Source: an optimization exercise on an open RTL-to-GDS flow (aim: small area, a short achievable clock period and few clock cycles per item). Production flows keep margins and buffers that such runs may drop. RTL that was checked went through simulation tests only; none was proved equivalent to the original.

old:
## gf2m_fu
module gf2m_fu (
    input  wire        clk,
    input  wire        rst,         
    input  wire        in_valid,
    output wire        in_ready,
    input  wire [2:0]  in_op,       
    input  wire [2:0]  in_pset,     
    input  wire [31:0] in_a,
    input  wire [31:0] in_b,
    output wire        out_valid,
    input  wire        out_ready,
    output wire [31:0] out_res,
    output wire [2:0]  out_err      
);
    localparam OP_ADD = 3'd1, OP_MUL = 3'd2, OP_SQ = 3'd3,
               OP_SQ4 = 3'd4, OP_INV = 3'd5, OP_DIV = 3'd6;
    localparam ERR_NONE = 3'd0, ERR_ILL = 3'd1, ERR_CFG = 3'd2, ERR_DOM = 3'd6;
    localparam KD_ERR = 3'd0, KD_LIN = 3'd1, KD_SQ = 3'd2, KD_SQ4 = 3'd3,
               KD_INV = 3'd4, KD_DIV = 3'd5;
    function [12:0] sq1_12;
        input [12:0] x;
        begin
            sq1_12[0] = x[0] ^ x[6];
            sq1_12[1] = x[11];
            sq1_12[2] = x[1] ^ x[7];
            sq1_12[3] = x[6];
            sq1_12[4] = x[2] ^ x[8] ^ x[11];
            sq1_12[5] = x[7];
            sq1_12[6] = x[3] ^ x[9];
            sq1_12[7] = x[8];
            sq1_12[8] = x[4] ^ x[10];
            sq1_12[9] = x[9];
            sq1_12[10] = x[5] ^ x[11];
            sq1_12[11] = x[10];
            sq1_12[12] = 1'b0;
        end
    endfunction
    function [12:0] sq2_12;
        input [12:0] x;
        begin
            sq2_12[0] = x[0] ^ x[3] ^ x[6] ^ x[9];
            sq2_12[1] = x[10];
            sq2_12[2] = x[8] ^ x[11];
            sq2_12[3] = x[3] ^ x[9];
            sq2_12[4] = x[1] ^ x[4] ^ x[7];
            sq2_12[5] = x[8];
            sq2_12[6] = x[6] ^ x[9];
            sq2_12[7] = x[4] ^ x[10];
  ...
Size in the first run: about 110 I/O pins, roughly 0.0088 mm2 of cells after synthesis.
clock: 7.0 ns
lec_check: 0
cap_margin: 20
core_margin: 2
core_utilization: 40
place_density: 0.6
setup_slack_margin: 3.0
slew_margin: 20
standard.sh (not shown) runs the stock make flow with config.mk's settings and CLKGATE_MAP_FILE= SYNTH_SCRIPT=/design/flow/synth_recipe.tcl, a recipe that flattens the netlist after the stock synthesis.
==> flow/flow/run.sh <==
#!/bin/bash
# The standard layout, with the port buffers made of the smallest buffer cell
# (sky130_fd_sc_hd__buf_1) instead of the delay cell buffer_ports picks.
set -euo pipefail
export BUFFER_PORTS_ARGS="-buffer_cell sky130_fd_sc_hd__buf_1"
bash standard.sh > standard_make.log 2>&1
old completed every stage of the flow, and the final layout passed the timing, design-rule and antenna checks.
For new, these inputs were changed with respect to old:
--- a/flow/design.v
+++ b/flow/design.v
@@ -137,25 +137,24 @@
     endfunction
     reg        cv;            
     reg [2:0]  kind;
     reg        m13;
     reg [2:0]  step;
     reg [2:0]  code;          
     reg [12:0] acc;           
     reg [12:0] ra;            
     reg [12:0] rb;            
     reg        ovalid;
     reg [2:0]  oerr;
     reg [12:0] res;           
-    reg        rz;            
     wire       dec_ill  = (in_op == 3'd0) || (in_op == 3'd7);
     wire       dec_cfg  = (in_pset > 3'd4);
     wire       dec_m13  = (in_pset != 3'd0);
     wire       dec_bin  = (in_op == OP_ADD) || (in_op == OP_MUL) || (in_op == OP_DIV);
     wire       a_out    = dec_m13 ? (in_a[31:13] != 19'd0) : (in_a[31:12] != 20'd0);
     wire       b_out    = dec_m13 ? (in_b[31:13] != 19'd0) : (in_b[31:12] != 20'd0);
     wire       dec_dom  = a_out || (dec_bin && b_out);
     reg [2:0] dec_kind;
     always @(*) begin
         case (in_op)
             OP_ADD, OP_MUL: dec_kind = KD_LIN;
             OP_SQ:          dec_kind = KD_SQ;
@@ -267,43 +266,42 @@
         r12 = p[22:0];
         for (k = 22; k >= 12; k = k - 1)
             if (r12[k]) r12 = r12 ^ (23'h1009 << (k - 12));
     end
     wire [12:0] prod = m13 ? r13[12:0] : {1'b0, r12[11:0]};
     wire finish  = cv && last && (!ovalid || out_ready);
     assign in_ready = !cv || finish;
     wire in_fire = in_valid && in_ready;
     always @(posedge clk) begin
         if (rst) begin
             cv     <= 1'b0;
             ovalid <= 1'b0;
-            rz     <= 1'b1;
+            res    <= 13'd0;
         end else begin
             if (finish) begin
                 ovalid <= 1'b1;
                 oerr   <= code;
-                if (code == ERR_NONE) rz <= 1'b0;
+                if (code == ERR_NONE) res <= prod;
             end else if (out_ready) begin
                 ovalid <= 1'b0;
             end
             if (in_fire)     cv <= 1'b1;
             else if (finish) cv <= 1'b0;
         end
     end
     always @(posedge clk) begin
-        if (finish && code == ERR_NONE) res <= prod;
         if (in_fire) begin
             kind <= dec_kind;
             m13  <= dec_m13;
             code <= dec_code;
             ra   <= base_in;
             rb   <= other_in;
         end
         acc  <= in_fire ? base_in : prod;
         step <= in_fire ? 3'd0 : step + 3'd1;
         {last, ysel, xsel} <= in_fire ? uop(dec_kind, dec_m13, 3'd0) :
                               last    ? UOP_HOLD : uop(kind, m13, step + 3'd1);
     end
     assign out_valid = ovalid;
-    assign out_res   = {19'd0, res & {13{!rz}}};
+    assign out_res   = {19'd0, res};
     assign out_err   = oerr;
 endmodule
--- outcome ---
- new has final period utilization below what old had.
- Compared with old, new shows depth of the most critical reg-to-reg path lower by 2.
- No stage failed in new, and the final checks on the layout all came back clean.
- First-iteration DRC count delta for new relative to old: 142 higher
- Fraction of area in non-clock buffers came out lower on new than on old.
- As far as sequential share of layout area is concerned, new and old perform about the same.
- old vs new, capture point of the critical path: acc[6] vs res[3]
- Compared with old, in new area of all placed cells without fillers lower; worst hold slack lower; setup slack of the most critical reg-to-reg path higher; vias per cell roughly the same.
- old -> new: wire length of the first global-routing pass decreased slightly
- Number of storage elements in the synthesis netlist | new below old
- new against old: number of buffer and inverter stages on the critical path dropped 3, setup slack after layout higher.
Testbench counts of new, summed over its fixed seeds: cycles 20,141, items 8,000.
Function not checked in old: the RTL went through the layout flow alone.

[what the ideal ports hide]
The flow's constraints put no driver on any port. The routed layouts listed below were extracted and timed again, unchanged, in two steps.
Step 1, drivers: a clkbuf_16 drives clk and a buf_2 each remaining input, both assumed.
Step 2, shift: input delay + t, output delay - t, t = (earliest + latest rising clock arrival at the registers) / 2. This alone moves slack from input paths to output paths.
Slacks: ideal ports / drivers / drivers and shift; pairs: ideal ports / drivers.
run | t (ns) | setup slack, ns | worst hold slack (ns) | worst setup path after step 2
old | 0.367 | 3.046 / 3.046 / 2.909 | 0.493 / 0.493 / 0.493 | input to register
new | 0.373 | 3.135 / 3.135 / 3.135 | 0.465 / 0.465 / 0.465 | register to register
After both steps every run listed still meets setup and hold. The setup slack of old, which loses most, moves by 0.000 ns with the drivers and by -0.137 ns with both steps.
